From an optimization exercise on the open Yosys and OpenROAD flow, aimed at small area, a short achievable clock period and few clock cycles; shortcuts taken in it are not production practice. At most, simulation tests tie the RTL to the original design; equivalence was not proved. Only the layout flow was run in run 5; the RTL was not checked for function there. Power figures rest on the tool's default switching activity, not on a simulated workload.

==> design/flow/design.v <==
module lep_crc16 (
    input  wire        clk,
    input  wire        rst,
    input  wire        host_req,
    input  wire        host_we,
    input  wire [11:0] host_addr,
    input  wire [31:0] host_wdata,
    output wire [31:0] host_rdata,
    output wire        host_ready,
    output wire        mem_re,
    output wire        mem_we,
    output wire [9:0]  mem_addr,
    output reg  [3:0]  mem_be,
    output wire [31:0] mem_wdata,
    input  wire [31:0] mem_rdata
);
    localparam [9:0] R_CMD        = 10'h000;
    localparam [9:0] R_STATUS     = 10'h001;
    localparam [9:0] R_CTRL       = 10'h002;
    localparam [9:0] R_SRC_ADDR   = 10'h003;
    localparam [9:0] R_SRC_LEN    = 10'h004;
    localparam [9:0] R_DST_ADDR   = 10'h005;
    localparam [9:0] R_DST_CAP    = 10'h006;
    localparam [9:0] R_OUT_LEN    = 10'h007;
    localparam [9:0] R_CRC_CFG    = 10'h008;
    localparam [9:0] R_CRC_STATE  = 10'h009;
    localparam [9:0] R_CRC_RESULT = 10'h00A;
    localparam [2:0] OP_NOP     = 3'd0;
    localparam [2:0] OP_INIT    = 3'd1;
    localparam [2:0] OP_UPDATE  = 3'd2;
    localparam [2:0] OP_BYTE    = 3'd3;
    localparam [2:0] OP_COMPUTE = 3'd4;
    localparam [2:0] OP_STORE   = 3'd5;
    localparam [2:0] OP_VERIFY  = 3'd6;
    localparam [2:0] OP_DNP3    = 3'd7;
    localparam [3:0] E_OK        = 4'd0;
    localparam [3:0] E_INV_ARG   = 4'd2;
    localparam [3:0] E_BUF_SMALL = 4'd4;
    localparam [3:0] E_NOT_SUPP  = 4'd5;
    localparam [3:0] E_CHECKSUM  = 4'd8;
    localparam [3:0] E_OOB       = 4'd10;
    function [15:0] s8_0(input [15:0] x);
        begin
            s8_0[0] = ^{x[0], x[1], x[2], x[3], x[4], x[5], x[6], x[7], x[8]};
            s8_0[1] = x[9];
            s8_0[2] = x[10];
            s8_0[3] = x[11];
            s8_0[4] = x[12];
            s8_0[5] = x[13];
            s8_0[6] = ^{x[0], x[14]};
            s8_0[7] = ^{x[0], x[1], x[15]};
            s8_0[8] = ^{x[1], x[2]};
            s8_0[9] = ^{x[2], x[3]};
            s8_0[10] = ^{x[3], x[4]};
            s8_0[11] = ^{x[4], x[5]};
            s8_0[12] = ^{x[5], x[6]};
            s8_0[13] = ^{x[6], x[7]};
            s8_0[14] = ^{x[0], x[1], x[2], x[3], x[4], x[5], x[6]};
            s8_0[15] = ^{x[0], x[1], x[2], x[3], x[4], x[5], x[6], x[7]};
        end
    endfunction
    function [15:0] s16_0(input [15:0] x);
        begin
            s16_0[0] = ^{x[0], x[1], x[3], x[4], x[5], x[6], x[7], x[8], x[9], x[10], x[11], x[12], x[13], x[14], x[15]};
            s16_0[1] = ^{x[2], x[3]};
            s16_0[2] = ^{x[3], x[4]};
            s16_0[3] = ^{x[4], x[5]};
            s16_0[4] = ^{x[5], x[6]};
            s16_0[5] = ^{x[6], x[7]};
            s16_0[6] = ^{x[7], x[8]};
            s16_0[7] = ^{x[8], x[9]};
            s16_0[8] = ^{x[9], x[10]};
            s16_0[9] = ^{x[10], x[11]};
            s16_0[10] = ^{x[11], x[12]};
            s16_0[11] = ^{x[12], x[13]};
            s16_0[12] = ^{x[0], x[13], x[14]};
            s16_0[13] = ^{x[1], x[14], x[15]};
            s16_0[14] = ^{x[1], x[2], x[3], x[4], x[5], x[6], x[7], x[8], x[9], x[10], x[11], x[12], x[13], x[14]};
            s16_0[15] = ^{x[0], x[2], x[3], x[4], x[5], x[6], x[7], x[8], x[9], x[10], x[11], x[12], x[13], x[14], x[15]};
        end
    endfunction
    function [15:0] s8_1(input [15:0] x);
        begin
            s8_1[0] = ^{x[0], x[4], x[8]};
            s8_1[1] = ^{x[1], x[5], x[9]};
            s8_1[2] = ^{x[2], x[6], x[10]};
            s8_1[3] = ^{x[0], x[3], x[7], x[11]};
            s8_1[4] = ^{x[1], x[12]};
            s8_1[5] = ^{x[2], x[13]};
            s8_1[6] = ^{x[3], x[14]};
            s8_1[7] = ^{x[0], x[4], x[15]};
            s8_1[8] = ^{x[0], x[1], x[5]};
            s8_1[9] = ^{x[1], x[2], x[6]};
            s8_1[10] = ^{x[2], x[3], x[7]};
            s8_1[11] = x[3];
            s8_1[12] = ^{x[0], x[4]};
            s8_1[13] = ^{x[1], x[5]};
            s8_1[14] = ^{x[2], x[6]};
            s8_1[15] = ^{x[3], x[7]};
        end
    endfunction
    function [15:0] s16_1(input [15:0] x);
        begin
            s16_1[0] = ^{x[4], x[5], x[8], x[12]};
            s16_1[1] = ^{x[5], x[6], x[9], x[13]};
            s16_1[2] = ^{x[6], x[7], x[10], x[14]};
            s16_1[3] = ^{x[0], x[7], x[8], x[11], x[15]};
            s16_1[4] = ^{x[0], x[1], x[4], x[5], x[9]};
            s16_1[5] = ^{x[1], x[2], x[5], x[6], x[10]};
            s16_1[6] = ^{x[0], x[2], x[3], x[6], x[7], x[11]};
            s16_1[7] = ^{x[0], x[1], x[3], x[4], x[7], x[8], x[12]};
            s16_1[8] = ^{x[0], x[1], x[2], x[4], x[5], x[8], x[9], x[13]};
            s16_1[9] = ^{x[1], x[2], x[3], x[5], x[6], x[9], x[10], x[14]};
            s16_1[10] = ^{x[2], x[3], x[4], x[6], x[7], x[10], x[11], x[15]};
            s16_1[11] = ^{x[0], x[3], x[7], x[11]};
            s16_1[12] = ^{x[0], x[1], x[4], x[8], x[12]};
            s16_1[13] = ^{x[1], x[2], x[5], x[9], x[13]};
            s16_1[14] = ^{x[2], x[3], x[6], x[10], x[14]};
            s16_1[15] = ^{x[3], x[4], x[7], x[11], x[15]};
        end
    endfunction
    function [15:0] s8_2(input [15:0] x);
        begin
            s8_2[0] = ^{x[3], x[4], x[5], x[8]};
            s8_2[1] = ^{x[0], x[4], x[5], x[6], x[9]};
            s8_2[2] = ^{x[0], x[1], x[5], x[6], x[7], x[10]};
            s8_2[3] = ^{x[0], x[1], x[2], x[3], x[4], x[5], x[6], x[7], x[11]};
            s8_2[4] = ^{x[0], x[1], x[2], x[6], x[7], x[12]};
            s8_2[5] = ^{x[1], x[2], x[4], x[5], x[7], x[13]};
            s8_2[6] = ^{x[0], x[2], x[4], x[6], x[14]};
            s8_2[7] = ^{x[1], x[3], x[5], x[7], x[15]};
            s8_2[8] = ^{x[2], x[3], x[5], x[6]};
            s8_2[9] = ^{x[0], x[3], x[4], x[6], x[7]};
            s8_2[10] = ^{x[0], x[1], x[3], x[7]};
            s8_2[11] = ^{x[1], x[2], x[3], x[5]};
            s8_2[12] = ^{x[0], x[2], x[3], x[4], x[6]};
            s8_2[13] = ^{x[0], x[1], x[3], x[4], x[5], x[7]};
            s8_2[14] = ^{x[1], x[2], x[3], x[6]};
            s8_2[15] = ^{x[2], x[3], x[4], x[7]};
        end
    endfunction
    function [15:0] s16_2(input [15:0] x);
        begin
            s16_2[0] = ^{x[1], x[5], x[6], x[7], x[11], x[12], x[13]};
            s16_2[1] = ^{x[0], x[2], x[6], x[7], x[8], x[12], x[13], x[14]};
            s16_2[2] = ^{x[0], x[1], x[3], x[7], x[8], x[9], x[13], x[14], x[15]};
            s16_2[3] = ^{x[0], x[2], x[4], x[5], x[6], x[7], x[8], x[9], x[10], x[11], x[12], x[13], x[14], x[15]};
            s16_2[4] = ^{x[3], x[8], x[9], x[10], x[14], x[15]};
            s16_2[5] = ^{x[1], x[4], x[5], x[6], x[7], x[9], x[10], x[12], x[13], x[15]};
            s16_2[6] = ^{x[0], x[1], x[2], x[8], x[10], x[12], x[14]};
            s16_2[7] = ^{x[1], x[2], x[3], x[9], x[11], x[13], x[15]};
            s16_2[8] = ^{x[0], x[1], x[2], x[3], x[4], x[5], x[6], x[7], x[10], x[11], x[13], x[14]};
            s16_2[9] = ^{x[0], x[1], x[2], x[3], x[4], x[5], x[6], x[7], x[8], x[11], x[12], x[14], x[15]};
            s16_2[10] = ^{x[2], x[3], x[4], x[8], x[9], x[11], x[15]};
            s16_2[11] = ^{x[0], x[1], x[3], x[4], x[6], x[7], x[9], x[10], x[11], x[13]};
            s16_2[12] = ^{x[1], x[2], x[4], x[5], x[7], x[8], x[10], x[11], x[12], x[14]};
            s16_2[13] = ^{x[0], x[2], x[3], x[5], x[6], x[8], x[9], x[11], x[12], x[13], x[15]};
            s16_2[14] = ^{x[3], x[4], x[5], x[9], x[10], x[11], x[14]};
            s16_2[15] = ^{x[0], x[4], x[5], x[6], x[10], x[11], x[12], x[15]};
        end
    endfunction
    localparam [15:0] RES_0 = 16'h0000;
    localparam [15:0] RES_1 = 16'hF0B8;
    localparam [15:0] RES_2 = 16'h66C5;
    function [15:0] crc_init(input [1:0] v);
        crc_init = v[1] ? 16'h0000 : 16'hFFFF;
    endfunction
    function [15:0] crc_xorout(input [1:0] v);
        crc_xorout = (v == 2'd0) ? 16'h0000 : 16'hFFFF;
    endfunction
    reg [3:0]  status_err;
    reg [1:0]  ctrl;
    reg [31:0] src_addr, src_len, dst_addr, dst_cap;
    reg [12:0] out_len;
    reg [1:0]  crc_var;
    reg [15:0] crc_c;
    wire [15:0] crc_result = crc_c ^ crc_xorout(crc_var);
    reg        s_idle;     
    reg        s_exec;     
    reg        s_run;      
    reg        o_nop, o_init, o_upd, o_byte, o_cmp, o_sto, o_ver, o_dnp, o_strm;
    reg [1:0]  evar;       
    reg        xbad;       
    reg [15:0] w_crc;      
    reg [31:0] win;        
    reg [2:0]  kw;         
    reg        wlast;      
    reg        wbfin;      
    reg        wv;         
    reg        half;       
    reg [23:0] prev;       
    reg        rv1;        
    reg        primed;     
    reg [12:0] remf;       
    reg [1:0]  blk;        
    reg [9:0]  rd_ptr;     
    reg [9:0]  wa;         
    reg [1:0]  pp;         
    reg [1:0]  st;         
    reg [23:0] ow;         
    reg        crcph;      
    reg        crcfin;     
    reg        flush;      
    reg        vph;        
    wire [9:0] reg_idx   = host_addr[11:2];
    wire       idle      = s_idle;
    wire       cmd_write = host_req && host_we && (reg_idx == R_CMD);
    reg        rsv;
    wire       addr_hz = (host_addr[11:6] == 6'd0);
    reg [31:0] rd_lo;
    always @(*) begin
        case (host_addr[5:2])
            4'd1:    rd_lo = {28'd0, status_err};
            4'd2:    rd_lo = {30'd0, ctrl};
            4'd3:    rd_lo = src_addr;
            4'd4:    rd_lo = src_len;
            4'd5:    rd_lo = dst_addr;
            4'd6:    rd_lo = dst_cap;
            4'd7:    rd_lo = {19'd0, out_len};
            4'd8:    rd_lo = {30'd0, crc_var};
            4'd9:    rd_lo = {16'd0, crc_c};
            4'd10:   rd_lo = {16'd0, crc_result};
            default: rd_lo = 32'd0;
        endcase
    end
    assign host_rdata = rd_lo & {32{!rsv}};
    wire [2:0] d_op     = host_wdata[2:0];
    wire       d_known  = (host_wdata[7:3] == 5'd0);
    wire       d_hasvar = (d_op == OP_INIT) || (d_op == OP_COMPUTE) || (d_op == OP_VERIFY);
    wire       d_badbit = (host_wdata[31:24] != 8'd0) || (host_wdata[15:10] != 6'd0) ||
                          ((d_op != OP_BYTE) && (host_wdata[23:16] != 8'd0)) ||
                          (!d_hasvar && (host_wdata[9:8] != 2'd0));
    wire       d_badvar = d_hasvar && (host_wdata[9:8] == 2'd3);
    wire        src_hz  = (src_addr[31:13] == 19'd0) && (src_len[31:13] == 19'd0);
    wire        dst_hz  = (dst_addr[31:13] == 19'd0) && (dst_cap[31:13] == 19'd0);
    wire [13:0] ssum    = {1'b0, src_addr[12:0]} + {1'b0, src_len[12:0]};
    wire [13:0] dsum    = {1'b0, dst_addr[12:0]} + {1'b0, dst_cap[12:0]};
    wire        src_ok  = src_hz && (ssum <= 14'd4096);
    wire        src2_ok = src_hz && (ssum <= 14'd4094);
    wire        dst_ok  = dst_hz && (dsum <= 14'd4096);
    wire        cap_lt2 = (dst_cap[31:1] == 31'd0);
    wire        empty   = (src_len == 32'd0);
    wire [12:0] dnp_m    = src_len[12:0] + {3'd0, src_len[12:4], 1'b0} +
                           {11'd0, (src_len[3:0] != 4'd0), 1'b0};
    wire        dnp_fits = (dnp_m <= dst_cap[12:0]);
    wire [3:0] d_err = !d_known ? E_NOT_SUPP : (d_badbit || d_badvar) ? E_INV_ARG : E_OK;
    reg f_src_ok, f_src2_ok, f_dst_ok, f_cap_lt2, f_empty, f_fits;
    always @(posedge clk) begin
        f_src_ok  <= src_ok;
        f_src2_ok <= src2_ok;
        f_dst_ok  <= dst_ok;
        f_cap_lt2 <= cap_lt2;
        f_empty   <= empty;
        f_fits    <= dnp_fits;
    end
    wire exec = s_exec;
    reg [3:0] rerr;
    always @(*) begin
        rerr = E_OK;
        if ((o_upd || o_cmp) && !f_src_ok) rerr = E_OOB;
        if (o_ver && !f_src2_ok) rerr = E_OOB;
        if (o_sto) rerr = !f_dst_ok ? E_OOB : f_cap_lt2 ? E_BUF_SMALL : E_OK;
        if (o_dnp) rerr = (!f_src_ok || !f_dst_ok) ? E_OOB : !f_fits ? E_BUF_SMALL : E_OK;
    end
    wire xdone = xbad || (rerr != E_OK) || o_nop || o_init || o_byte ||
                 ((o_upd || o_cmp || o_dnp) && f_empty);
    wire [1:0] lo = src_addr[1:0];
    wire k4   = (kw == 3'd4);
    wire k2   = (kw == 3'd2) || ((kw == 3'd3) && !half);
    wire hsel = half;
    wire [15:0] x0  = w_crc ^ win[15:0];
    wire [15:0] y0  = s16_0(x0);
    wire [15:0] y1  = s16_1(x0);
    wire [15:0] y2  = s16_2(x0);
    wire [15:0] z0  = s16_0(y0 ^ win[31:16]);
    wire [15:0] z1  = s16_1(y1 ^ win[31:16]);
    wire [15:0] z2  = s16_2(y2 ^ win[31:16]);
    wire [15:0] x1  = w_crc ^ {8'd0, (hsel ? win[23:16] : win[7:0])};
    wire [15:0] u0  = s8_0(x1);
    wire [15:0] u1  = s8_1(x1);
    wire [15:0] u2  = s8_2(x1);
    wire k1  = !k4 && !k2;
    wire sv0 = (evar == 2'd0);
    wire sv1 = (evar == 2'd1);
    wire sv2 = evar[1];
    wire [15:0] eng = ({16{sv0 && k4}} & z0) | ({16{sv0 && k2}} & y0) | ({16{sv0 && k1}} & u0) |
                      ({16{sv1 && k4}} & z1) | ({16{sv1 && k2}} & y1) | ({16{sv1 && k1}} & u1) |
                      ({16{sv2 && k4}} & z2) | ({16{sv2 && k2}} & y2) | ({16{sv2 && k1}} & u2);
    wire [15:0] res = evar[1] ? RES_2 : (evar[0] ? RES_1 : RES_0);
    wire cons_en  = wv && !crcph && !flush && !vph && (s_run || (s_exec && !xbad));
    wire consumed = cons_en && !((kw == 3'd3) && !half);
    wire formed   = rv1 && o_strm && !s_idle && (remf != 13'd0) && (primed || (lo == 2'd0));
    reg  [31:0] fun;
    always @(*) begin
        case (lo)
            2'd0: fun = mem_rdata;
            2'd1: fun = {mem_rdata[7:0],  prev[23:0]};
            2'd2: fun = {mem_rdata[15:0], prev[23:8]};
            default: fun = {mem_rdata[23:0], prev[23:16]};
        endcase
    end
    wire        dcons    = consumed && o_dnp;
    wire        item_now = dcons || crcph;
    wire [2:0]  ki       = crcph ? 3'd2 : kw;
    wire [31:0] item     = crcph ? {16'd0, ~w_crc} : win;
    reg  [31:0] rot;
    always @(*) begin
        case (pp)
            2'd0: rot = item;
            2'd1: rot = {item[23:0], item[31:24]};
            2'd2: rot = {item[15:0], item[31:16]};
            default: rot = {item[7:0], item[31:8]};
        endcase
    end
    wire [3:0]  psum     = {2'b00, pp} + {1'b0, ki};
    wire        wcomp    = ({2'b00, pp} + {1'b0, kw}) >= 4'd4;
    wire        complete = crcph ? pp[1] : wcomp;
    wire [31:0] merged   = {rot[31:24],
                            (pp <= 2'd2) ? rot[23:16] : ow[23:16],
                            (pp <= 2'd1) ? rot[15:8]  : ow[15:8],
                            (pp == 2'd0) ? rot[7:0]   : ow[7:0]};
    wire        wr_now   = (crcph && pp[1]) || (dcons && wcomp) || flush;
    wire        fin_item = crcph && crcfin;
    wire stall  = o_dnp && wbfin && consumed && formed;
    wire rd_now = !wr_now && !stall;
    assign mem_re    = rd_now;
    assign mem_we    = wr_now;
    assign mem_addr  = wr_now ? wa : rd_ptr;
    assign mem_wdata = merged;
    always @(*) begin
        mem_be[0] = (st == 2'd0) && (!flush || (pp != 2'd0));
        mem_be[1] = (st <= 2'd1) && (!flush || (pp >= 2'd2));
        mem_be[2] = (st <= 2'd2) && (!flush || (pp == 2'd3));
        mem_be[3] = !flush;
    end
    wire done_exec = s_exec && xdone;
    wire done_run  = s_run &&
                     ((consumed && wlast && (o_upd || o_cmp)) || vph || flush ||
                      (fin_item && (pp == 2'd2)));
    wire done      = done_exec || done_run;
    assign host_ready = done || (s_idle && (host_we ? (reg_idx != R_CMD) : (addr_hz || rsv)));
    wire src_wr = s_idle && host_req && host_we && (reg_idx == R_SRC_ADDR);
    always @(posedge clk) begin
        rv1 <= rd_now;
        if (rv1) prev <= mem_rdata[31:8];
        rsv <= !rst && s_idle && host_req && !host_we && !addr_hz && !rsv;
        if (rst)
            rd_ptr <= 10'd0;
        else if (s_idle)
            rd_ptr <= cmd_write ? rd_ptr + 10'd1 : src_wr ? host_wdata[11:2] : src_addr[11:2];
        else if (done)
            rd_ptr <= src_addr[11:2];
        else if (rd_now)
            rd_ptr <= rd_ptr + 10'd1;
        if (rst) begin
            s_idle     <= 1'b1;
            s_exec     <= 1'b0;
            s_run      <= 1'b0;
            status_err <= E_OK;
            ctrl       <= 2'b11;
            src_addr   <= 32'd0;
            src_len    <= 32'd0;
            dst_addr   <= 32'd0;
            dst_cap    <= 32'd0;
            out_len    <= 13'd0;
            crc_var    <= 2'd0;
            crc_c      <= 16'hFFFF;
            crcph      <= 1'b0;
            flush      <= 1'b0;
        end else if (s_idle) begin
            if (host_req && host_we) begin
                case (reg_idx)
                    R_CTRL:      ctrl     <= host_wdata[1:0];
                    R_SRC_ADDR:  src_addr <= host_wdata;
                    R_SRC_LEN:   src_len  <= host_wdata;
                    R_DST_ADDR:  dst_addr <= host_wdata;
                    R_DST_CAP:   dst_cap  <= host_wdata;
                    R_CRC_CFG:   if (host_wdata[1:0] != 2'd3) crc_var <= host_wdata[1:0];
                    R_CRC_STATE: crc_c    <= host_wdata[15:0];
                    default: ;
                endcase
            end
            if (cmd_write) begin
                s_idle     <= 1'b0;
                s_exec     <= 1'b1;
                status_err <= d_err;
                if ((d_err == E_OK) && (d_op == OP_INIT)) begin
                    crc_var <= host_wdata[9:8];
                    crc_c   <= crc_init(host_wdata[9:8]);
                end
            end
            o_nop  <= (d_op == OP_NOP);
            o_init <= (d_op == OP_INIT);
            o_upd  <= (d_op == OP_UPDATE);
            o_byte <= (d_op == OP_BYTE);
            o_cmp  <= (d_op == OP_COMPUTE);
            o_sto  <= (d_op == OP_STORE);
            o_ver  <= (d_op == OP_VERIFY);
            o_dnp  <= (d_op == OP_DNP3);
            o_strm <= (d_op == OP_UPDATE) || (d_op == OP_COMPUTE) || (d_op == OP_VERIFY) ||
                      (d_op == OP_DNP3);
            evar   <= ((d_op == OP_UPDATE) || (d_op == OP_BYTE)) ? crc_var :
                      (d_op == OP_DNP3) ? 2'd2 : host_wdata[9:8];
            xbad   <= (d_err != E_OK);
            w_crc  <= ((d_op == OP_COMPUTE) || (d_op == OP_VERIFY)) ? crc_init(host_wdata[9:8]) :
                      (d_op == OP_DNP3) ? 16'h0000 : (d_op == OP_STORE) ? ~crc_result : crc_c;
            win[7:0] <= host_wdata[23:16];
            kw     <= 3'd1;
            wlast  <= 1'b1;
            half   <= 1'b0;
            wv     <= (d_op == OP_BYTE);
            primed <= 1'b0;
            remf   <= src_len[12:0] + ((d_op == OP_VERIFY) ? 13'd2 : 13'd0);
            blk    <= 2'd0;
            wa     <= dst_addr[11:2];
            pp     <= dst_addr[1:0];
            st     <= dst_addr[1:0];
            crcph  <= 1'b0;
            crcfin <= 1'b0;
            flush  <= 1'b0;
            vph    <= 1'b0;
        end else begin
            if (s_exec && !xbad) begin
                if (rerr != E_OK) status_err <= rerr;
                else if (f_empty) begin
                    if (o_cmp) begin
                        crc_var <= evar;
                        crc_c   <= crc_init(evar);
                    end
                    if (o_dnp) out_len <= 13'd0;
                end
            end
            if (s_exec && o_sto && !xdone) begin
                crcph  <= 1'b1;
                crcfin <= 1'b1;
            end
            if (rv1 && o_strm && !primed && (lo != 2'd0)) primed <= 1'b1;
            if (formed) begin
                win   <= fun;
                kw    <= (remf >= 13'd4) ? 3'd4 : remf[2:0];
                wlast <= (remf <= 13'd4);
                wbfin <= (blk == 2'd3) || (remf <= 13'd4);
                blk   <= blk + 2'd1;
                remf  <= (remf <= 13'd4) ? 13'd0 : remf - 13'd4;
            end
            wv <= formed || (wv && !consumed);
            if (cons_en) half <= (kw == 3'd3) && !half;
            if (cons_en || crcph) w_crc <= eng & {16{cons_en}};
            if (consumed) begin
                if (wlast && (o_upd || o_cmp || o_byte)) begin
                    crc_c      <= eng;
                    crc_var    <= evar;
                end
                if (wlast && o_ver) vph <= 1'b1;
                if (o_dnp && wbfin) begin
                    crcph  <= 1'b1;
                    crcfin <= wlast;
                end
            end
            if (item_now) begin
                pp <= psum[1:0];
                if (complete) begin
                    st <= 2'd0;
                    wa <= wa + 10'd1;
                    ow <= rot[23:0];
                end else begin
                    ow <= merged[23:0];
                end
            end
            if (crcph) begin
                crcph <= 1'b0;
                if (fin_item && (pp != 2'd2)) flush <= 1'b1;
            end
            if (flush) flush <= 1'b0;
            if ((fin_item && (pp == 2'd2)) || flush)
                out_len <= o_dnp ? dnp_m : 13'd2;
            if (vph) status_err <= (w_crc == res) ? E_OK : E_CHECKSUM;
            if (s_exec && !xdone) begin
                s_exec <= 1'b0;
                s_run  <= 1'b1;
            end
            if (done) begin
                s_idle <= 1'b1;
                s_exec <= 1'b0;
                s_run  <= 1'b0;
            end
        end
    end
endmodule
==> design/flow/run.sh <==
#!/bin/bash
# synth_recipe.tcl (not shown) runs the flow's synth.tcl, then flattens the netlist and writes it again
# the make line also repeats each setting of config.mk as NAME=value (left out here)
make -C /OpenROAD-flow-scripts/flow DESIGN_CONFIG=/design/flow/config.mk WORK_HOME=/design/flow/orfs CLKGATE_MAP_FILE= SYNTH_SCRIPT=/design/flow/synth_recipe.tcl finish
==> design/flow/config.mk <==
export PLATFORM = sky130hd
export DESIGN_NAME = lep_crc16
export DESIGN_NICKNAME = lep_crc16
export VERILOG_FILES = /design/flow/design.v
export SDC_FILE = /design/flow/constraint.sdc
export NUM_CORES = 4
export LEC_CHECK = 0
export CAP_MARGIN = 20
export CORE_MARGIN = 2
export CORE_UTILIZATION = 55
export CTS_BUF_LIST = sky130_fd_sc_hd__clkbuf_4 sky130_fd_sc_hd__clkbuf_8
export PLACE_DENSITY = 0.65
export SETUP_SLACK_MARGIN = 3.4
export SLEW_MARGIN = 20
==> design/flow/constraint.sdc <==
create_clock -name core_clock -period 8.0 [get_ports {clk}]
set_input_delay 1.6000 -clock core_clock [delete_from_list [all_inputs] [get_ports {clk}]]
set_output_delay 1.6000 -clock core_clock [all_outputs]
set_load 0.01 [all_outputs]
==> impl_results.md, run 1 <==
* Total negative setup slack at 0 ns
* Clock latency on the worst-skew pair at 0.67 ns
* Fin Hold WS at 0.478 ns
* Final worst setup slack at 3.32 ns
* CP startpoint kind: input pin
* Number of distinct library cell variants in the gate-level netlist after synthesis at 91
* Vias in the first global route at 22300
* Launch instance of the worst register-to-register path: w_crc[15]$_DFFE_PP_
* Via-to-Cell Ratio at 6.50
* Iteration count of the initial detailed-routing pass at 10
* Worst path buffer plus inverter count at 5
* Mapped Avg Cell Area at 8.76 um2
* FFs w/ async S/R, synth at 0%
* Area of all placed cells without fillers at 29300 um2
* Cell repeated most along the worst path: sky130_fd_sc_hd__buf_12
* CTS Root Cell: sky130_fd_sc_hd__clkbuf_8
* Area fraction of the dominant cell type after synthesis at 18.1%
* Hold-fix buffers, CTS at 0
* Total routed wirelength at 93.9 mm
* Post-DR wirelength/cell at 26.0 um
* Timing endpoint of the critical path: host_rdata[1]
* Final number of max-transition violations at 0
* Residual DRC count at 0
* Final-report hold violation count at 0
* Final RePlAce weighted congestion at 1.05
* Most instantiated flip-flop cell in the synthesis netlist: sky130_fd_sc_hd__dfxtp_1
* DIE AREA at 46100 um2
* Die span in y at 215 um
* Category of the worst setup path capture point: output pin
* Worst Setup Path Type: input pin to output pin
* Worst relative slew slack at 21.7%
* TritonCTS Buffers at 56
* Port Buffer Count at 158
* Maximum ir drop on the vdd rail at 0.369 mV
* Total Nets Final at 3120
* Class of the tightest hold or removal check: register to register
* Starting density of the core at 55.5%
* Most common cell after layout, fill and taps aside: sky130_fd_sc_hd__nand2_1
* Number of antenna violations at the first check in global routing at 1
* Number of standard-cell rows in the floorplan at 77
* Gr usage total at 38.8%
* Family of cells with the greatest summed delay on the critical path: buffers and inverters
* Count of warnings emitted by yosys at 1
* Longest Clk Path Bufs at 3
* Number of cells on the worst reg-to-reg path at 11
* Biggest area consumer among synthesized cells: sky130_fd_sc_hd__edfxtp_1
* Net count after synthesis at 2938
* Sink Count at 335
* Clock network power share at 23.1%
* R2R Path End: w_crc[5]$_DFFE_PP_
* Die Wd at 215 um
* Non-Filler Instances at 3610
* Clock-pin slew on the worst setup and hold paths at 0.06 ns
* Setup repair after global routing missed its margin: yes
* Static leakage power at 10.8 nW
* Min cycle time layout at 4.68 ns
* EDFF count, synth at 147
* Final ANT Viol Nets at 0
* Top area cells in the synthesized netlist: sky130_fd_sc_hd__edfxtp_1, sky130_fd_sc_hd__dfxtp_1, sky130_fd_sc_hd__xnor2_1, sky130_fd_sc_hd__nand2_1, sky130_fd_sc_hd__a21oi_1
* Total number of H-tree levels at 2
* Proportion of layout cells with a drive suffix above 1 at 16.9%
* Power dissipated by switching net loads at 2.96 mW
* Count of cell instances traversed by the critical path at 9
* Minimum setup slack among reg-to-reg paths at 3.48 ns
* Internal Power at 4.40 mW
* TritonCTS clock tree: done
* Wire length of the first global-routing pass at 137 mm
* Count of inserted antenna diode cells at 0
* Slowest library cell on the worst path: sky130_fd_sc_hd__a31oi_1
* Placed wire-length estimate after detailed placement at 65.9 mm
* Required @ worst endpoint at 6.40 ns
* Data arrival time of the critical path at 3.08 ns
* Number of setup violations in the final report at 0
* Post-synthesis register bit count at 335
* Pin count of the biggest net entering global routing at 81
* Most frequent cells in the layout: sky130_fd_sc_hd__nand2_1, sky130_fd_sc_hd__a21oi_1, sky130_fd_sc_hd__xnor2_1
* Ordered list of cells on the worst path: buf_16 -> nand2b_4 -> buf_12 -> nor3_4 -> buf_6 -> buf_12 -> a222oi_1 -> a31oi_1 -> buf_2
* Share of total power in sequential cells at 25.2%
* Post-placement cell count at 3394
* Pre-CTS setup slack at 1.62 ns
* Post-route fraction of the period consumed by the critical path at 58.5%
* Ratio of total power to cell area at 251 nW/um2
* Transition at the pin with the smallest max-transition slack at 1.17 ns
* Instance area after placement at 26300 um2
* Overall via count from detail_route at 23500
* Slowest cell delay on critical path at 0.30 ns
* Post-synthesis to final-layout area growth at 20.0%
* Proportion of synthesized chip area in sequential cells at 33.5%
* Gate Count Post-Synth at 2789
* Starting DRC count in detailed routing at 2924
* Mapped Area at 24400 um2
* Peak clock frequency supported by timing at 214 MHz
* Overflow left after global routing at 0
* Logic pwr share at 51.7%
* Max-cap violation count at 0
* Result of the run: complete, no violations
* Crit-path max FO at 8
* Clock skew at 0.0526 ns
* IO Pins at 161
* Switching power as a share of total power at 40.2%
* Launching instance or port of the critical path: host_addr[5]
* Core ar. at 44000 um2
==> cell type report <==
cell class	count	area, um2
flip-flops and latches	335	8190
repair buffers	302	2940
clock buffers	85	1050
fillers	3579	14700
multi-input cells	2213	16000
well taps	592	741
inverters	63	238
clock inverters	20	204
==> logic make-up after synthesis <==
family / share of synthesized area [%]
buffers and inverters: 4.04
DFF: 33.5
muxes: 5.45
xor gates and xnor gates: 18.9
AOI/OAI and AO/OA: 19.2
adders and majority gates: 3.66
and+or+nand+nor: 15.3
==> per-stage QoR <==
step	power, mW	utilization, %
3_3_place_gp	5.51	59.8
4_1_cts	7.28	64.7
2_1_floorplan	4.57	-
3_5_place_dp	5.51	59.8
5_1_grt	7.60	66.6
6_report	7.36	66.6
==> power groups by stage <==
stage               clock, mW  combinational (mW)  sequential, mW
floorplan                   0                2.71            1.86
global placement            0                3.62            1.89
detailed placement          0                3.62            1.89
CTS                      1.72                3.71            1.85
global route             1.78                3.96            1.85
finish                   1.70                3.81            1.85
==> registers in the layout, summed over array words and instances, names as in the netlist, 13 cells and up <==
signal / cells
prev: 24
src_addr: 32
dst_addr: 32
remf: 13
dst_cap: 32
ow: 24
src_len: 32
out_len: 13
crc_c: 16
win: 32
w_crc: 16
==> layer usage <==
layer	vias up	part of all wire, %	GRT usage, %
met2	1435	46	64.7
met4	2	7.6	23.1
met1	11200	36	47.4
li1	10400	-	-
met3	375	9.6	6.27
met5	-	0.014	0
==> worst min-delay path, stage by stage (launching register included) <==
cell	delay, ns
sky130_fd_sc_hd__dfxtp_1	0.32
sky130_fd_sc_hd__nand2_1	0.06
sky130_fd_sc_hd__a21oi_1	0.05
==> synthesized netlist by cell type (38+ instances only) <==
cell                       instances
sky130_fd_sc_hd__a211oi_1         43
sky130_fd_sc_hd__a21oi_1         288
sky130_fd_sc_hd__a22oi_1          66
sky130_fd_sc_hd__clkbuf_1        146
sky130_fd_sc_hd__dfxtp_1         188
sky130_fd_sc_hd__edfxtp_1        147
sky130_fd_sc_hd__ha_1             65
sky130_fd_sc_hd__inv_1            61
sky130_fd_sc_hd__nand2_1         452
sky130_fd_sc_hd__nand3_1          51
sky130_fd_sc_hd__nor2_1          149
sky130_fd_sc_hd__nor4_1           38
sky130_fd_sc_hd__o21ai_0         129
sky130_fd_sc_hd__xnor2_1         272
sky130_fd_sc_hd__xor2_1          125
==> timing repair <==
item                       in CTS  in global routing
gates cloned                    7                  1
setup buffers                  51                 50
setup endpoints to repair      95                 89
resized for setup             248                100
pin swaps                      50                 47
==> worst min path at each step <==
| stage | start | cells past startpoint | endpoint | slack [ns] |
|---|---|---|---|---|
| floorplan | status_err[3]$_SDFFE_PP0P_ | 2 | status_err[3]$_SDFFE_PP0P_ | 0.43 |
| global placement | src_addr[29]$_SDFFE_PP0P_ | 2 | src_addr[29]$_SDFFE_PP0P_ | 0.46 |
| detailed placement | src_addr[14]$_SDFFE_PP0P_ | 2 | src_addr[14]$_SDFFE_PP0P_ | 0.46 |
| CTS | src_addr[14]$_SDFFE_PP0P_ | 2 | src_addr[14]$_SDFFE_PP0P_ | 0.47 |
| global route | src_addr[24]$_SDFFE_PP0P_ | 2 | src_addr[24]$_SDFFE_PP0P_ | 0.50 |
| finish | dst_addr[21]$_SDFFE_PP0P_ | 2 | dst_addr[21]$_SDFFE_PP0P_ | 0.48 |
Testbench counts, summed over its fixed seeds: cycles 71,064.
==> inputs of run 2 (changes only) <==
--- a/design/flow/config.mk
+++ b/design/flow/config.mk
@@ -9,6 +9,6 @@
 export CORE_MARGIN = 2
 export CORE_UTILIZATION = 55
 export CTS_BUF_LIST = sky130_fd_sc_hd__clkbuf_4 sky130_fd_sc_hd__clkbuf_8
-export PLACE_DENSITY = 0.65
+export PLACE_DENSITY = 0.7
 export SETUP_SLACK_MARGIN = 3.4
 export SLEW_MARGIN = 20
==> run 2 against run 1 <==
  * Sequential cell count is the same
  * Global-route usage rose by 0.66 points
  * Die area is the same
  * Sequential share of layout area is 0.090 points higher
  * Clock skew up 0.0064 ns
  * Largest power group unchanged
  * Synthesized cell count unchanged
  * Via count about the same
  * Worst hold slack worse by 0.0042 ns
==> impl_results.md, run 2 <==
* Number of cells on the worst reg-to-reg path at 11 (unchanged)
* Port Buffer Count at 158 (unchanged)
* Launching instance or port of the critical path: host_addr[10]
* DIE AREA at 46100 um2 (unchanged)
* Most used standard cell by instance count after synthesis: sky130_fd_sc_hd__nand2_1
* Mapped Area at 24400 um2 (unchanged)
* Total negative setup slack at 0 ns (unchanged)
* Vias in the first global route at 22300 (unchanged)
* Worst path buffer plus inverter count at 2 (-3)
* Terminating pin of the worst hold path: dst_addr[29]$_SDFFE_PP0P_
* Transition at the pin with the smallest max-transition slack at 1.09 ns (-0.0893 ns)
* Clock latency on the worst-skew pair at 0.67 ns (about the same)
* Core ar. at 44000 um2 (unchanged)
* Final-report hold violation count at 0 (unchanged)
* Post-synthesis register bit count at 335 (unchanged)
* Peak clock frequency supported by timing at 205 MHz (-3.9%)
* Worst Min Path Start: dst_addr[29]$_SDFFE_PP0P_
* Number of standard-cell rows in the floorplan at 77 (unchanged)
* Leading cell types by count after synthesis: sky130_fd_sc_hd__nand2_1, sky130_fd_sc_hd__a21oi_1, sky130_fd_sc_hd__xnor2_1, sky130_fd_sc_hd__dfxtp_1, sky130_fd_sc_hd__nor2_1
* Slowest library cell on the worst path: sky130_fd_sc_hd__or4_4
* Slowest cell delay on critical path at 0.54 ns (+0.24 ns)
* Longest Clk Path Bufs at 3 (unchanged)
* Number of setup violations in the final report at 0 (unchanged)
* Most frequent cells in the layout: sky130_fd_sc_hd__nand2_1, sky130_fd_sc_hd__a21oi_1, sky130_fd_sc_hd__xnor2_1
* Required @ worst endpoint at 6.40 ns (about the same)
* Number of antenna violations at the first check in global routing at 1 (unchanged)
* Fin Hold WS at 0.473 ns (-0.00424 ns)
* Starting density of the core at 55.5% (unchanged)
* IO Pins at 161 (unchanged)
* Overall via count from detail_route at 23500 (-0.043%)
* Biggest area consumer among synthesized cells: sky130_fd_sc_hd__edfxtp_1
* Total number of H-tree levels at 2 (unchanged)
* Area fraction of the dominant cell type after synthesis at 18.1% (unchanged)
* Family of cells with the greatest summed delay on the critical path: simple AND/OR/NAND/NOR gates
* Data arrival time of the critical path at 3.27 ns (+0.19 ns)
* Total routed wirelength at 94.0 mm (+0.13%)
* Gr usage total at 39.5% (+0.66 points)
* Count of inserted antenna diode cells at 0 (unchanged)
* Count of warnings emitted by yosys at 1 (unchanged)
* Overflow left after global routing at 0 (unchanged)
* Gate Count Post-Synth at 2789 (unchanged)
* R2R Path End: crc_c[6]$_SDFF_PP1_
* Min cycle time layout at 4.87 ns (+0.189 ns)
* Worst Setup Path Type: input pin to output pin
* Maximum ir drop on the vdd rail at 0.458 mV (+24%)
* Crit-path max FO at 2 (-6)
* Launch instance of the worst register-to-register path: win[20]$_DFFE_PP_
* Category of the worst setup path capture point: output pin
* Sink Count at 335 (unchanged)
* Number of distinct library cell variants in the gate-level netlist after synthesis at 91 (unchanged)
* Wire length of the first global-routing pass at 139 mm (+1.4%)
* TritonCTS Buffers at 57 (+1.8%)
* Ratio of total power to cell area at 250 nW/um2 (-0.49%)
* Pin count of the biggest net entering global routing at 87 (+7.4%)
* Placed wire-length estimate after detailed placement at 67.6 mm (+2.5%)
* Result of the run: complete, no violations
* Worst relative slew slack at 27.4% (+5.7 points)
* Most common cell after layout, fill and taps aside: sky130_fd_sc_hd__nand2_1
* Iteration count of the initial detailed-routing pass at 10 (unchanged)
* Die Wd at 215 um (unchanged)
* Proportion of synthesized chip area in sequential cells at 33.5% (unchanged)
* Top area cells in the synthesized netlist: sky130_fd_sc_hd__edfxtp_1, sky130_fd_sc_hd__dfxtp_1, sky130_fd_sc_hd__xnor2_1, sky130_fd_sc_hd__nand2_1, sky130_fd_sc_hd__a21oi_1
* Clock skew at 0.0590 ns (+0.00644 ns)
* Final RePlAce weighted congestion at 1.03 (-1.9%)
* Residual DRC count at 0 (unchanged)
* CP startpoint kind: input pin
* Proportion of layout cells with a drive suffix above 1 at 15.9% (-0.98 points)
* Post-synthesis to final-layout area growth at 19.7%
* Ordered list of cells on the worst path: buf_6 -> or4_4 -> nor3_4 -> nor3_1 -> a31oi_1 -> a21o_1 -> buf_2
* Via-to-Cell Ratio at 6.50 (about the same)
* Class of the tightest hold or removal check: register to register
* Total Nets Final at 3116 (-0.13%)
* Net count after synthesis at 2938 (unchanged)
* Setup repair after global routing missed its margin: yes
* EDFF count, synth at 147 (unchanged)
* Mapped Avg Cell Area at 8.76 um2 (unchanged)
* Clock-pin slew on the worst setup and hold paths at 0.06 ns (about the same)
* Starting DRC count in detailed routing at 3512 (+20%)
* Minimum setup slack among reg-to-reg paths at 3.52 ns (+0.04 ns)
* Final number of max-transition violations at 0 (unchanged)
* Most instantiated flip-flop cell in the synthesis netlist: sky130_fd_sc_hd__dfxtp_1
* Post-route fraction of the period consumed by the critical path at 60.9% (+2.4 points)
* Max-cap violation count at 0 (unchanged)
* Die span in y at 215 um (unchanged)
* Final ANT Viol Nets at 0 (unchanged)
* Hold-fix buffers, CTS at 0 (unchanged)
* Static leakage power at 10.8 nW (about the same)
* FFs w/ async S/R, synth at 0% (unchanged)
* TritonCTS clock tree: done
* Worst hold path stage count at 2 (unchanged)
* Post-DR wirelength/cell at 26.1 um (+0.21%)
* CTS Root Cell: sky130_fd_sc_hd__clkbuf_8
-- run 2: cell counts after synthesis --
No cell type changed its count.
-- run 2: cell families after synthesis --
logic type                 after synthesis  share of synthesized area [%]
and+or+nand+nor                        849                           15.3
DFF                                    335                           33.5
xor gates and xnor gates               451                           18.9
adders and majority gates               69                           3.66
buffers and inverters                  246                           4.04
AOI/OAI and AO/OA                      749                           19.2
muxes                                   90                           5.45
-- run 2: worst min-delay path, cell delays in order, from the launching register on --
cell                      delay [ns]
sky130_fd_sc_hd__dfxtp_1        0.32
sky130_fd_sc_hd__nand2_1        0.05
sky130_fd_sc_hd__a21oi_1        0.05
-- run 2: final cells by class --
class	count	area, um2
Clock inverter	36	256
Sequential cell	335	8190
Clock buffer	71	933
Inverter	63	238
Timing Repair Buffer	300	2940
Fill cell	3639	14800
Multi-Input combinational cell	2210	15900
Tap cell	592	741
-- run 2: power by group --
part	total (mW)	switching (mW)	leakage (nW)	internal, mW
logic	3.82	2.16	7.26	1.66
clock network	1.63	0.761	0.624	0.872
registers	1.85	0.0399	2.95	1.81
-- run 2: stage by stage --
step                area (um2)  cells  util [%]  power, mW  setup WS, ns
floorplan                24500   2789         -       4.57          3.41
global placement         26300   3394      59.8       5.47          1.85
detailed placement       26300   3394      59.8       5.46          1.80
CTS                      28500   3551      64.7       7.18          3.14
global route             29200   3607      66.4       7.55          3.10
finish                   29200   3607      66.4       7.30          3.13
-- run 2: what timing repair did --
action | 4_1_cts | 5_1_grt
setup endpoints to repair | 99 | 86
gates cloned | 6 | 3
pin swaps | 34 | 44
endpoints found under the hold margin | 0 | 0
gates resized for setup | 207 | 108
setup buffers | 44 | 52
-- run 2: metal layers --
| layer | share of wire [%] | vias up | global-route usage (%) |
|---|---|---|---|
| met5 | 0.015 | - | 0 |
| li1 | - | 10400 | - |
| met4 | 7.1 | 2 | 23.0 |
| met2 | 47 | 1514 | 65.9 |
| met3 | 9.4 | 356 | 5.82 |
| met1 | 36 | 11200 | 48.6 |
-- run 2: worst max-delay path by stage --
stage / endpoint / cells after the start
6_report: host_ready / 7
3_3_place_gp: host_rdata[3] / 5
2_1_floorplan: host_rdata[12] / 6
5_1_grt: host_ready / 7
3_5_place_dp: host_rdata[13] / 7
4_1_cts: host_ready / 7
==> inputs of run 3 (changes only) <==
--- a/design/flow/config.mk
+++ b/design/flow/config.mk
@@ -9,6 +9,6 @@
 export CORE_MARGIN = 2
 export CORE_UTILIZATION = 55
 export CTS_BUF_LIST = sky130_fd_sc_hd__clkbuf_4 sky130_fd_sc_hd__clkbuf_8
-export PLACE_DENSITY = 0.7
+export PLACE_DENSITY = 0.6
 export SETUP_SLACK_MARGIN = 3.4
 export SLEW_MARGIN = 20
==> run 3 against run 2 <==
  * Power fell by 1.4%
  * Via count is 0.27% higher
  * Largest power group unchanged
  * Critical endpoint is now host_rdata[1]
  * Utilization fell by 0.34 points
  * First-iteration DRC count down 15%
  * Highest routed layer unchanged
  * Critical path type unchanged
  * Non-clock buffer count fell by 13
  * Die area unchanged
  * Synthesized cell count unchanged
==> impl_results.md, run 3 <==
* Post-DR wirelength/cell at 26.2 um (+0.52%)
* Top area cells in the synthesized netlist: sky130_fd_sc_hd__edfxtp_1, sky130_fd_sc_hd__dfxtp_1, sky130_fd_sc_hd__xnor2_1, sky130_fd_sc_hd__nand2_1, sky130_fd_sc_hd__a21oi_1
* GR Util met1 at 48.0% (-0.67 points)
* Biggest area consumer among synthesized cells: sky130_fd_sc_hd__edfxtp_1
* Final RePlAce weighted congestion at 1.01 (-2.7%)
* CTS Root Cell: sky130_fd_sc_hd__clkbuf_8
* Worst hold path stage count at 2 (unchanged)
* Core ar. at 44000 um2 (unchanged)
* Setup repair after global routing missed its margin: yes
* Minimum setup slack among reg-to-reg paths at 3.47 ns (-0.05 ns)
* Met3 track utilization from global routing at 7.52% (+1.7 points)
* Gate Count Post-Synth at 2789 (unchanged)
* Static leakage power at 10.6 nW (-2.1%)
* Clock latency on the worst-skew pair at 0.67 ns (about the same)
* Total routed wirelength at 94.2 mm (+0.21%)
* Iteration count of the initial detailed-routing pass at 9 (-1)
* Most frequent cells in the layout: sky130_fd_sc_hd__nand2_1, sky130_fd_sc_hd__a21oi_1, sky130_fd_sc_hd__xnor2_1
* Clock skew at 0.0460 ns (-0.0131 ns)
* Number of distinct library cell variants in the gate-level netlist after synthesis at 91 (unchanged)
* Longest Clk Path Bufs at 3 (unchanged)
* Port Buffer Count at 158 (unchanged)
* Post-synthesis register bit count at 335 (unchanged)
* Most used standard cell by instance count after synthesis: sky130_fd_sc_hd__nand2_1
* Terminating pin of the worst hold path: dst_addr[28]$_SDFFE_PP0P_
* Class of the tightest hold or removal check: register to register
* Proportion of layout cells with a drive suffix above 1 at 16.3% (+0.40 points)
* Maximum ir drop on the vdd rail at 0.327 mV (-29%)
* Peak clock frequency supported by timing at 214 MHz (+4.1%)
* Mapped Avg Cell Area at 8.76 um2 (unchanged)
* Result of the run: complete, no violations
* Wire length of the first global-routing pass at 139 mm (about the same)
* Die Wd at 215 um (unchanged)
* Final number of max-transition violations at 0 (unchanged)
* Hold-fix buffers, CTS at 0 (unchanged)
* Proportion of synthesized chip area in sequential cells at 33.5% (unchanged)
* Global-route met2 utilization at 64.0% (-1.9 points)
* Data arrival time of the critical path at 3.08 ns (-0.19 ns)
* Starting DRC count in detailed routing at 2970 (-15%)
* Gr usage total at 39.5% (+0.060 points)
* Vias in the first global route at 22300 (+0.031%)
* Area fraction of the dominant cell type after synthesis at 18.1% (unchanged)
* Total negative setup slack at 0 ns (unchanged)
* Overall via count from detail_route at 23500 (+0.27%)
* Min cycle time layout at 4.68 ns (-0.194 ns)
* Clock-pin slew on the worst setup and hold paths at 0.06 ns (about the same)
* TritonCTS Buffers at 57 (unchanged)
* Number of standard-cell rows in the floorplan at 77 (unchanged)
* Worst Setup Path Type: input pin to output pin
* Max-cap violation count at 0 (unchanged)
* Number of setup violations in the final report at 0 (unchanged)
* Final-report hold violation count at 0 (unchanged)
* Post-route fraction of the period consumed by the critical path at 58.5% (-2.4 points)
* TritonCTS clock tree: done
* Instance area after placement at 26300 um2 (about the same)
* GR peak layer: met2
* Overflow left after global routing at 0 (unchanged)
* Total Nets Final at 3104 (-0.39%)
* Crit-path max FO at 11 (+9)
* IO Pins at 161 (unchanged)
* Residual DRC count at 0 (unchanged)
* Category of the worst setup path capture point: output pin
* CP startpoint kind: input pin
* Most common cell after layout, fill and taps aside: sky130_fd_sc_hd__nand2_1
* Pre-CTS setup slack at 1.62 ns (-0.180 ns)
* DIE AREA at 46100 um2 (unchanged)
* Final ANT Viol Nets at 0 (unchanged)
* Required @ worst endpoint at 6.40 ns (about the same)
* Placed wire-length estimate after detailed placement at 66.5 mm (-1.6%)
* Post-synthesis to final-layout area growth at 19.1%
* Most instantiated flip-flop cell in the synthesis netlist: sky130_fd_sc_hd__dfxtp_1
* FFs w/ async S/R, synth at 0% (unchanged)
* Transition at the pin with the smallest max-transition slack at 1.11 ns (+0.0295 ns)
* Number of cells on the worst reg-to-reg path at 12 (+1)
* Sink Count at 335 (unchanged)
* Count of warnings emitted by yosys at 1 (unchanged)
* Die span in y at 215 um (unchanged)
* Number of antenna violations at the first check in global routing at 2 (+1)
* R2R Path End: w_crc[5]$_DFFE_PP_
* Launch instance of the worst register-to-register path: w_crc[8]$_DFFE_PP_
* EDFF count, synth at 147 (unchanged)
* Leading cell types by count after synthesis: sky130_fd_sc_hd__nand2_1, sky130_fd_sc_hd__a21oi_1, sky130_fd_sc_hd__xnor2_1, sky130_fd_sc_hd__dfxtp_1, sky130_fd_sc_hd__nor2_1
* Worst relative slew slack at 25.7% (-1.7 points)
* Worst Min Path Start: dst_addr[28]$_SDFFE_PP0P_
* Mapped Area at 24400 um2 (unchanged)
* Area of all placed cells without fillers at 29100 um2 (-0.51%)
* Net count after synthesis at 2938 (unchanged)
* Pin count of the biggest net entering global routing at 89 (+2.3%)
* Ratio of total power to cell area at 247 nW/um2 (-0.91%)
* Final worst setup slack at 3.32 ns (+0.194 ns)
* Total number of H-tree levels at 2 (unchanged)
* Total power at 7.20 mW (-1.4%)
* Starting density of the core at 55.5% (unchanged)
* Via-to-Cell Ratio at 6.54 (+0.58%)
==> run 3: cell types whose count changed in the layout (fill, tap and decap cells not counted), sizes merged, moves of 2 or more <==
cell and delta:
buf -13, clkdlybuf4s15 +4, bufinv -2, inv -3, clkinv -20, dlygate4sd2 -8, clkbuf +39, dlymetal6s2s -10
==> run 3: final cells by class <==
class                   count  area [um2]
multi-input cells        2211       15900
fillers                  3631       14900
flip-flops and latches    335        8200
repair buffers            287        2730
clock buffers              95        1170
well taps                 592         741
inverters                  63         241
clock inverters            12         100
diodes                      1        2.50
==> run 3: cell families (layout without fill, tap and decap cells) <==
family / after synthesis / count (layout) / share of synthesized area, %
other cells: 0 / 1 / 0
fa+ha+maj: 69 / 69 / 3.66
flops: 335 / 335 / 33.5
buf+inv: 246 / 457 / 4.04
mux: 90 / 90 / 5.45
simple gates: 849 / 849 / 15.3
compound gates: 749 / 752 / 19.2
xor+xnor: 451 / 451 / 18.9
==> run 3: what timing repair did <==
action                     in CTS  in global routing
gates cloned                    5                  3
pin swaps                      42                 31
gates resized for setup       231                108
setup endpoints to repair      95                 71
buffers inserted               50                 34
==> run 3: worst max-delay path: stages <==
cell                       delay (ns)
sky130_fd_sc_hd__buf_6           0.17
sky130_fd_sc_hd__nand2b_4        0.23
sky130_fd_sc_hd__nor2_4          0.07
sky130_fd_sc_hd__buf_4           0.14
sky130_fd_sc_hd__buf_4           0.14
sky130_fd_sc_hd__a222oi_1        0.35
sky130_fd_sc_hd__a31oi_2         0.19
sky130_fd_sc_hd__buf_2           0.18
==> run 3: metrics by stage <==
step,cells,util (%),hold WS (ns)
6_report,3596,66.1,0.472
5_1_grt,3596,66.1,0.491
4_1_cts,3557,64.9,0.473
3_5_place_dp,3395,59.8,0.462
3_3_place_gp,3395,59.8,0.457
2_1_floorplan,2789,-,0.432
==> run 3: per-layer routing <==
| layer | wire length (um) | vias to the layer above |
|---|---|---|
| met5 | 8 | - |
| met4 | 7560 | 2 |
| met3 | 9610 | 414 |
| met2 | 43300 | 1564 |
| met1 | 33700 | 11200 |
| li1 | - | 10400 |
==> run 3: worst max path at each step <==
| stage | from | to | slack, ns |
|---|---|---|---|
| finish | host_addr[4] | host_rdata[1] | 3.32 |
| global route | host_addr[4] | host_rdata[1] | 3.28 |
| CTS | host_addr[5] | host_rdata[2] | 3.19 |
| detailed placement | host_addr[4] | host_rdata[13] | 1.62 |
| global placement | host_addr[4] | host_rdata[2] | 1.67 |
| floorplan | host_addr[4] | host_rdata[12] | 3.41 |
==> run 3: power breakdown <==
| part | internal, mW | switching (mW) |
|---|---|---|
| sequential | 1.81 | 0.0426 |
| combinational | 1.64 | 2.00 |
| clock | 0.955 | 0.756 |
| total | 4.40 | 2.80 |
==> inputs of run 4 (changes only) <==
--- a/design/flow/config.mk
+++ b/design/flow/config.mk
@@ -9,6 +9,6 @@
 export CORE_MARGIN = 2
 export CORE_UTILIZATION = 55
 export CTS_BUF_LIST = sky130_fd_sc_hd__clkbuf_4 sky130_fd_sc_hd__clkbuf_8
-export PLACE_DENSITY = 0.6
-export SETUP_SLACK_MARGIN = 3.4
+export PLACE_DENSITY = 0.65
+export SETUP_SLACK_MARGIN = 3.5
 export SLEW_MARGIN = 20
==> run 4 against run 3 <==
  * Still clean on timing, DRC and antenna
  * Utilization increased by 1.3 points
  * Clock skew decreased by 0.0077 ns
  * Worst hold slack got worse by 0.0025 ns
  * Sequential power about the same
  * Cell count increased by 1.2%
  * Clock-buffer cell count decreased by 4
  * Clock power about the same
  * Design area increased by 2.0%
  * Synthesized area unchanged
  * Register-to-register slack improved by 0.12 ns
  * Worst setup slack got worse by 0.024 ns
  * Largest power group unchanged
==> impl_results.md, run 4 <==
* Result of the run: complete, no violations
* Residual DRC count at 0 (unchanged)
* Via-to-Cell Ratio at 6.55 (+0.18%)
* Final-report hold violation count at 0 (unchanged)
* Final RePlAce weighted congestion at 1.03 (+2.5%)
* Gate Count Post-Synth at 2789 (unchanged)
* Clock latency on the worst-skew pair at 0.67 ns (about the same)
* Max-cap violation count at 0 (unchanged)
* Most instantiated flip-flop cell in the synthesis netlist: sky130_fd_sc_hd__dfxtp_1
* Net count after synthesis at 2938 (unchanged)
* Worst hold path stage count at 2 (unchanged)
* Most used standard cell by instance count after synthesis: sky130_fd_sc_hd__nand2_1
* Ordered list of cells on the worst path: buf_12 -> nand2b_4 -> buf_6 -> nor2_4 -> buf_4 -> a222oi_1 -> a31oi_2 -> buf_2
* CP startpoint kind: input pin
* Share of total power in sequential cells at 25.0% (-0.7 points)
* Required @ worst endpoint at 6.40 ns (about the same)
* Post-DR wirelength/cell at 26.2 um (about the same)
* Logic pwr share at 51.8% (+1.3 points)
* Die span in y at 215 um (unchanged)
* Most common cell after layout, fill and taps aside: sky130_fd_sc_hd__nand2_1
* Post-synthesis to final-layout area growth at 21.4%
* Worst Setup Path Type: input pin to output pin
* R2R Path End: w_crc[11]$_DFFE_PP_
* Peak clock frequency supported by timing at 213 MHz (-0.52%)
* Total Nets Final at 3150 (+1.5%)
* Number of distinct library cell variants in the gate-level netlist after synthesis at 91 (unchanged)
* FFs w/ async S/R, synth at 0% (unchanged)
* Total routed wirelength at 95.3 mm (+1.2%)
* Overall via count from detail_route at 23800 (+1.4%)
* Static leakage power at 10.9 nW (+2.7%)
* Post-route fraction of the period consumed by the critical path at 58.8% (+0.30 points)
* Port Buffer Count at 158 (unchanged)
* Terminating pin of the worst hold path: rd_ptr[7]$_SDFFE_PP0P_
* Total negative setup slack at 0 ns (unchanged)
* Overflow left after global routing at 0 (unchanged)
* Clock skew at 0.0382 ns (-0.00773 ns)
* Count of warnings emitted by yosys at 1 (unchanged)
* Iteration count of the initial detailed-routing pass at 13 (+4)
* Transition at the pin with the smallest max-transition slack at 1.10 ns (-0.0170 ns)
* Ratio of total power to cell area at 249 nW/um2 (+0.81%)
* IO Pins at 161 (unchanged)
* Longest Clk Path Bufs at 3 (unchanged)
* Slowest cell delay on critical path at 0.45 ns (+0.10 ns)
* Power dissipated by switching net loads at 2.96 mW (+6.0%)
* Leading cell types by count after synthesis: sky130_fd_sc_hd__nand2_1, sky130_fd_sc_hd__a21oi_1, sky130_fd_sc_hd__xnor2_1, sky130_fd_sc_hd__dfxtp_1, sky130_fd_sc_hd__nor2_1
* Launching instance or port of the critical path: host_addr[5]
* Sink Count at 335 (unchanged)
* Maximum ir drop on the vdd rail at 0.370 mV (+13%)
* Crit-path max FO at 5 (-6)
* Area fraction of the dominant cell type after synthesis at 18.1% (unchanged)
* Number of setup violations in the final report at 0 (unchanged)
* EDFF count, synth at 147 (unchanged)
* Die Wd at 215 um (unchanged)
* Worst Min Path Start: rd_ptr[7]$_SDFFE_PP0P_
* Starting density of the core at 55.5% (unchanged)
* Final ANT Viol Nets at 0 (unchanged)
* Launch instance of the worst register-to-register path: win[9]$_DFFE_PP_
* CTS Root Cell: sky130_fd_sc_hd__clkbuf_8
* Min cycle time layout at 4.70 ns (+0.0243 ns)
* Mapped Area at 24400 um2 (unchanged)
* Gr usage total at 39.6% (+0.081 points)
* Slowest library cell on the worst path: sky130_fd_sc_hd__a222oi_1
* Setup repair after global routing missed its margin: yes
* Core ar. at 44000 um2 (unchanged)
* Data arrival time of the critical path at 3.10 ns (+0.02 ns)
* Fin Hold WS at 0.469 ns (-0.00252 ns)
* Hold-fix buffers, CTS at 0 (unchanged)
* Wire length of the first global-routing pass at 139 mm (+0.25%)
* Minimum setup slack among reg-to-reg paths at 3.59 ns (+0.12 ns)
* Placed wire-length estimate after detailed placement at 67.1 mm (+0.90%)
* Final number of max-transition violations at 0 (unchanged)
* TritonCTS clock tree: done
* Class of the tightest hold or removal check: register to register
* Worst relative slew slack at 26.2% (+0.57 points)
* Starting DRC count in detailed routing at 3375 (+14%)
* Vias in the first global route at 22400 (+0.36%)
* Post-synthesis register bit count at 335 (unchanged)
* Number of standard-cell rows in the floorplan at 77 (unchanged)
* Number of antenna violations at the first check in global routing at 2 (unchanged)
* Pin count of the biggest net entering global routing at 82 (-7.9%)
* Proportion of layout cells with a drive suffix above 1 at 18.7% (+2.4 points)
* Total number of H-tree levels at 2 (unchanged)
* Clock-pin slew on the worst setup and hold paths at 0.06 ns (about the same)
* Switching power as a share of total power at 40.0% (+1.2 points)
* Proportion of synthesized chip area in sequential cells at 33.5% (unchanged)
* Mapped Avg Cell Area at 8.76 um2 (unchanged)
* Number of cells on the worst reg-to-reg path at 12 (unchanged)
* Category of the worst setup path capture point: output pin
* Biggest area consumer among synthesized cells: sky130_fd_sc_hd__edfxtp_1
* TritonCTS Buffers at 58 (+1.8%)
* Top area cells in the synthesized netlist: sky130_fd_sc_hd__edfxtp_1, sky130_fd_sc_hd__dfxtp_1, sky130_fd_sc_hd__xnor2_1, sky130_fd_sc_hd__nand2_1, sky130_fd_sc_hd__a21oi_1
* Most frequent cells in the layout: sky130_fd_sc_hd__nand2_1, sky130_fd_sc_hd__a21oi_1, sky130_fd_sc_hd__xnor2_1
* Internal Power at 4.44 mW (+0.83%)
* DIE AREA at 46100 um2 (unchanged)
* Clock network power share at 23.2% (-0.6 points)
[run 4: cell type report]
type | count | area [um2]
Antenna cell | 1 | 2.50
Clock buffer | 91 | 1100
Clock inverter | 15 | 163
Fill cell | 3523 | 14400
Inverter | 63 | 241
Multi-Input combinational cell | 2210 | 16100
Sequential cell | 335 | 8200
Tap cell | 592 | 741
Timing Repair Buffer | 332 | 3110
Timing Repair inverter | 1 | 7.51
[run 4: cells by family after synthesis]
family,after synthesis,synth area share [%]
buffers and inverters,246,4.04
AO/OA/AOI/OAI,749,19.2
AND/OR/NAND/NOR,849,15.3
flip-flops,335,33.5
multiplexers,90,5.45
XOR/XNOR,451,18.9
adder cells (fa/ha/maj),69,3.66
[run 4: worst max path at each step]
stage	to	slack [ns]	cells past startpoint
5_1_grt	host_rdata[0]	3.29	8
4_1_cts	mem_re	3.31	10
3_5_place_dp	host_rdata[14]	1.72	6
3_3_place_gp	host_rdata[14]	1.75	6
2_1_floorplan	host_rdata[9]	3.50	8
6_report	host_rdata[0]	3.30	8
[run 4: power by group through the flow]
stage / logic (mW) / registers [mW] / clock network (mW)
2_1_floorplan: 2.71 / 1.86 / 0
3_3_place_gp: 3.59 / 1.89 / 0
3_5_place_dp: 3.60 / 1.89 / 0
4_1_cts: 3.70 / 1.85 / 1.73
5_1_grt: 4.01 / 1.85 / 1.80
6_report: 3.84 / 1.85 / 1.72
[run 4: layer usage]
metal | up-vias | global-route usage, % | wire (um)
met5 | - | 0 | 13
li1 | 10500 | - | -
met1 | 11400 | 48.9 | 34700
met3 | 432 | 5.92 | 9020
met4 | 2 | 24.3 | 7230
met2 | 1581 | 65.4 | 44300
[run 4: metrics by stage]
stage | cell area [um2] | power, mW | instances | worst slack (ns) | util [%]
final | 29700 | 7.40 | 3640 | 3.30 | 67.4
after global routing | 29700 | 7.66 | 3639 | 3.29 | 67.4
after CTS | 28700 | 7.28 | 3572 | 3.31 | 65.1
after detailed placement | 26300 | 5.49 | 3394 | 1.72 | 59.8
after global placement | 26300 | 5.47 | 3394 | 1.75 | 59.8
after floorplan | 24500 | 4.57 | 2789 | 3.50 | -
[run 4: critical path: cells and delay by family]
| kind | cells | cell delay [ns] |
|---|---|---|
| AND/OR/NAND/NOR | 2 | 0.26 |
| buffers and inverters | 4 | 0.56 |
| AO/OA/AOI/OAI | 2 | 0.67 |
[run 4: repair_timing]
| item | in CTS | in global routing |
|---|---|---|
| setup buffers | 66 | 64 |
| hold endpoints to repair | 0 | 0 |
| setup endpoints to repair | 111 | 95 |
| resized for setup | 316 | 118 |
| cloned | 6 | 3 |
| pin swaps | 55 | 58 |
==> inputs of run 5 (changes only) <==
--- a/design/flow/design.v
+++ b/design/flow/design.v
@@ -313,7 +313,8 @@
         endcase
     end
     wire [3:0]  psum     = {2'b00, pp} + {1'b0, ki};
-    wire        wcomp    = ({2'b00, pp} + {1'b0, kw}) >= 4'd4;
+    wire        wcomp    = (kw == 3'd4) || (pp == 2'd3) ||
+                           ((pp == 2'd2) && (kw >= 3'd2)) || ((pp == 2'd1) && (kw == 3'd3));
     wire        complete = crcph ? pp[1] : wcomp;
     wire [31:0] merged   = {rot[31:24],
                             (pp <= 2'd2) ? rot[23:16] : ow[23:16],
--- a/design/flow/config.mk
+++ b/design/flow/config.mk
@@ -10,5 +10,5 @@
 export CORE_UTILIZATION = 55
 export CTS_BUF_LIST = sky130_fd_sc_hd__clkbuf_4 sky130_fd_sc_hd__clkbuf_8
 export PLACE_DENSITY = 0.65
-export SETUP_SLACK_MARGIN = 3.5
+export SETUP_SLACK_MARGIN = 3.4
 export SLEW_MARGIN = 20
==> run 5 against run 4 <==
  * Still clean
  * Clock power increased by 4%
  * Worst setup slack got worse by 0.0054 ns
  * Critical path depth unchanged
  * First-iteration DRC count increased by 9.3%
==> impl_results.md, run 5 <==
* Pin count of the biggest net entering global routing at 96 (+17%)
* CTS Root Cell: sky130_fd_sc_hd__clkbuf_8
* Longest Clk Path Bufs at 3 (unchanged)
* Data arrival time of the critical path at 3.11 ns (about the same)
* DIE AREA at 46200 um2 (about the same)
* FFs w/ async S/R, synth at 0% (unchanged)
* Clock skew at 0.0786 ns (+0.0404 ns)
* Total number of H-tree levels at 2 (unchanged)
* Iteration count of the initial detailed-routing pass at 10 (-3)
* Number of distinct library cell variants in the gate-level netlist after synthesis at 79 (-13%)
* Gr usage total at 40.1% (+0.52 points)
* Area fraction of the dominant cell type after synthesis at 18.0% (about the same)
* Min cycle time layout at 4.71 ns (+0.00540 ns)
* Port Buffer Count at 158 (unchanged)
* Post-synthesis to final-layout area growth at 22.0%
* Final RePlAce weighted congestion at 1.02 (-1.0%)
* Transition at the pin with the smallest max-transition slack at 1.15 ns (+0.0521 ns)
* Final ANT Viol Nets at 0 (unchanged)
* Result of the run: complete, no violations
* Worst relative slew slack at 23.3% (-2.9 points)
* Leading cell types by count after synthesis: sky130_fd_sc_hd__nand2_1, sky130_fd_sc_hd__a21oi_1, sky130_fd_sc_hd__xnor2_1, sky130_fd_sc_hd__dfxtp_1, sky130_fd_sc_hd__nor2_1
* Max-cap violation count at 0 (unchanged)
* Most instantiated flip-flop cell in the synthesis netlist: sky130_fd_sc_hd__dfxtp_1
* Core ar. at 44000 um2 (unchanged)
* CP startpoint kind: input pin
* Total power at 7.49 mW (+1.2%)
* Biggest area consumer among synthesized cells: sky130_fd_sc_hd__edfxtp_1
* TritonCTS clock tree: done
* Residual DRC count at 0 (unchanged)
* EDFF count, synth at 147 (unchanged)
* Clock latency on the worst-skew pair at 0.71 ns (+0.04 ns)
* Final-report hold violation count at 0 (unchanged)
* Mapped Avg Cell Area at 8.85 um2 (+0.99%)
* Die Wd at 215 um (about the same)
==> run 5: cell count changes after synthesis, moves of 7 or more <==
cell / change
sky130_fd_sc_hd__a221oi_1: +10
sky130_fd_sc_hd__a22oi_1: +9
sky130_fd_sc_hd__and3_1: -8
sky130_fd_sc_hd__buf_1: +7
sky130_fd_sc_hd__nand3_1: -9
sky130_fd_sc_hd__nor2_1: +14
sky130_fd_sc_hd__o21ai_0: -28
sky130_fd_sc_hd__xnor2_1: -14
sky130_fd_sc_hd__xnor3_1: +9
==> run 5: worst paths after layout <==
kind	start	end	slack [ns]	depth (start not counted)
max reg2reg	w_crc[4]$_DFFE_PP_	w_crc[2]$_DFFE_PP_	3.47	11
max	host_addr[3]	host_rdata[2]	3.29	8
min reg2reg	src_addr[25]$_SDFFE_PP0P_	src_addr[25]$_SDFFE_PP0P_	0.47	2
min	src_addr[25]$_SDFFE_PP0P_	src_addr[25]$_SDFFE_PP0P_	0.47	2
==> run 5: cell type report <==
type                       count  area (um2)  area share (%)
clock inverter                20         209           0.700
timing repair buffer         325        3220            10.8
multi-input combinational   2187       16100            54.0
clock buffer                  88        1120            3.74
tap                          592         741            2.48
sequential                   335        8190            27.4
inverter                      62         246           0.826
timing repair inverter         2        10.0          0.0335
==> run 5: worst max-delay path: stages <==
cell and delay (ns):
sky130_fd_sc_hd__buf_12 0.12, sky130_fd_sc_hd__nor2b_4 0.13, sky130_fd_sc_hd__and2_4 0.18, sky130_fd_sc_hd__buf_12 0.14, sky130_fd_sc_hd__buf_6 0.11, sky130_fd_sc_hd__a222oi_1 0.46
sky130_fd_sc_hd__a31oi_4 0.19, sky130_fd_sc_hd__buf_6 0.16
==> run 5: kinds of logic after synthesis <==
group,after synthesis,share of synthesized area (%)
AO/OA/AOI/OAI,731,18.9
flip-flops,335,33.4
multiplexers,94,5.64
adder cells (fa/ha/maj),68,3.60
XOR/XNOR,446,19.4
AND/OR/NAND/NOR,845,15.1
buffers and inverters,245,3.83
==> run 5: what timing repair did <==
item | CTS | global route
endpoints found under the setup margin | 109 | 67
cloned | 9 | 4
gates resized for setup | 293 | 90
setup buffers | 55 | 58
endpoints found under the hold margin | 0 | 0
pin swaps | 41 | 30
==> run 5: power breakdown <==
part           switching (mW)  leakage [nW]  total, mW  internal (mW)
Combinational            2.11          7.36       3.85           1.74
Sequential             0.0429          2.95       1.85           1.81
Clock                   0.787         0.697       1.79          0.998
Total                    2.94          11.0       7.49           4.55
==> run 5: through the flow <==
step / instance area, um2 / setup WS, ns / hold WS, ns / std cells
floorplan: 24500 / 3.42 / 0.431 / 2764
global placement: 26500 / 1.59 / 0.451 / 3377
detailed placement: 26500 / 1.58 / 0.449 / 3377
CTS: 28900 / 3.28 / 0.466 / 3549
global route: 29800 / 3.29 / 0.495 / 3611
finish: 29800 / 3.29 / 0.472 / 3611
==> run 5: layer usage <==
layer	routed length, um	GRT usage [%]	share of wire (%)	vias up
li1	-	-	-	10400
met1	34400	48.3	35	11300
met2	44600	65.3	45	1810
met3	9990	7.05	10	567
met4	9180	28.1	9.4	0
met5	0	0	0	-

Setup slack of run 5, layout unchanged: 3.293 ns with ideal ports, 3.194 ns with driving cells assumed (clock clkbuf_16, inputs buf_2), 3.039 ns with port delays also shifted by the 0.724 ns mid clock arrival.
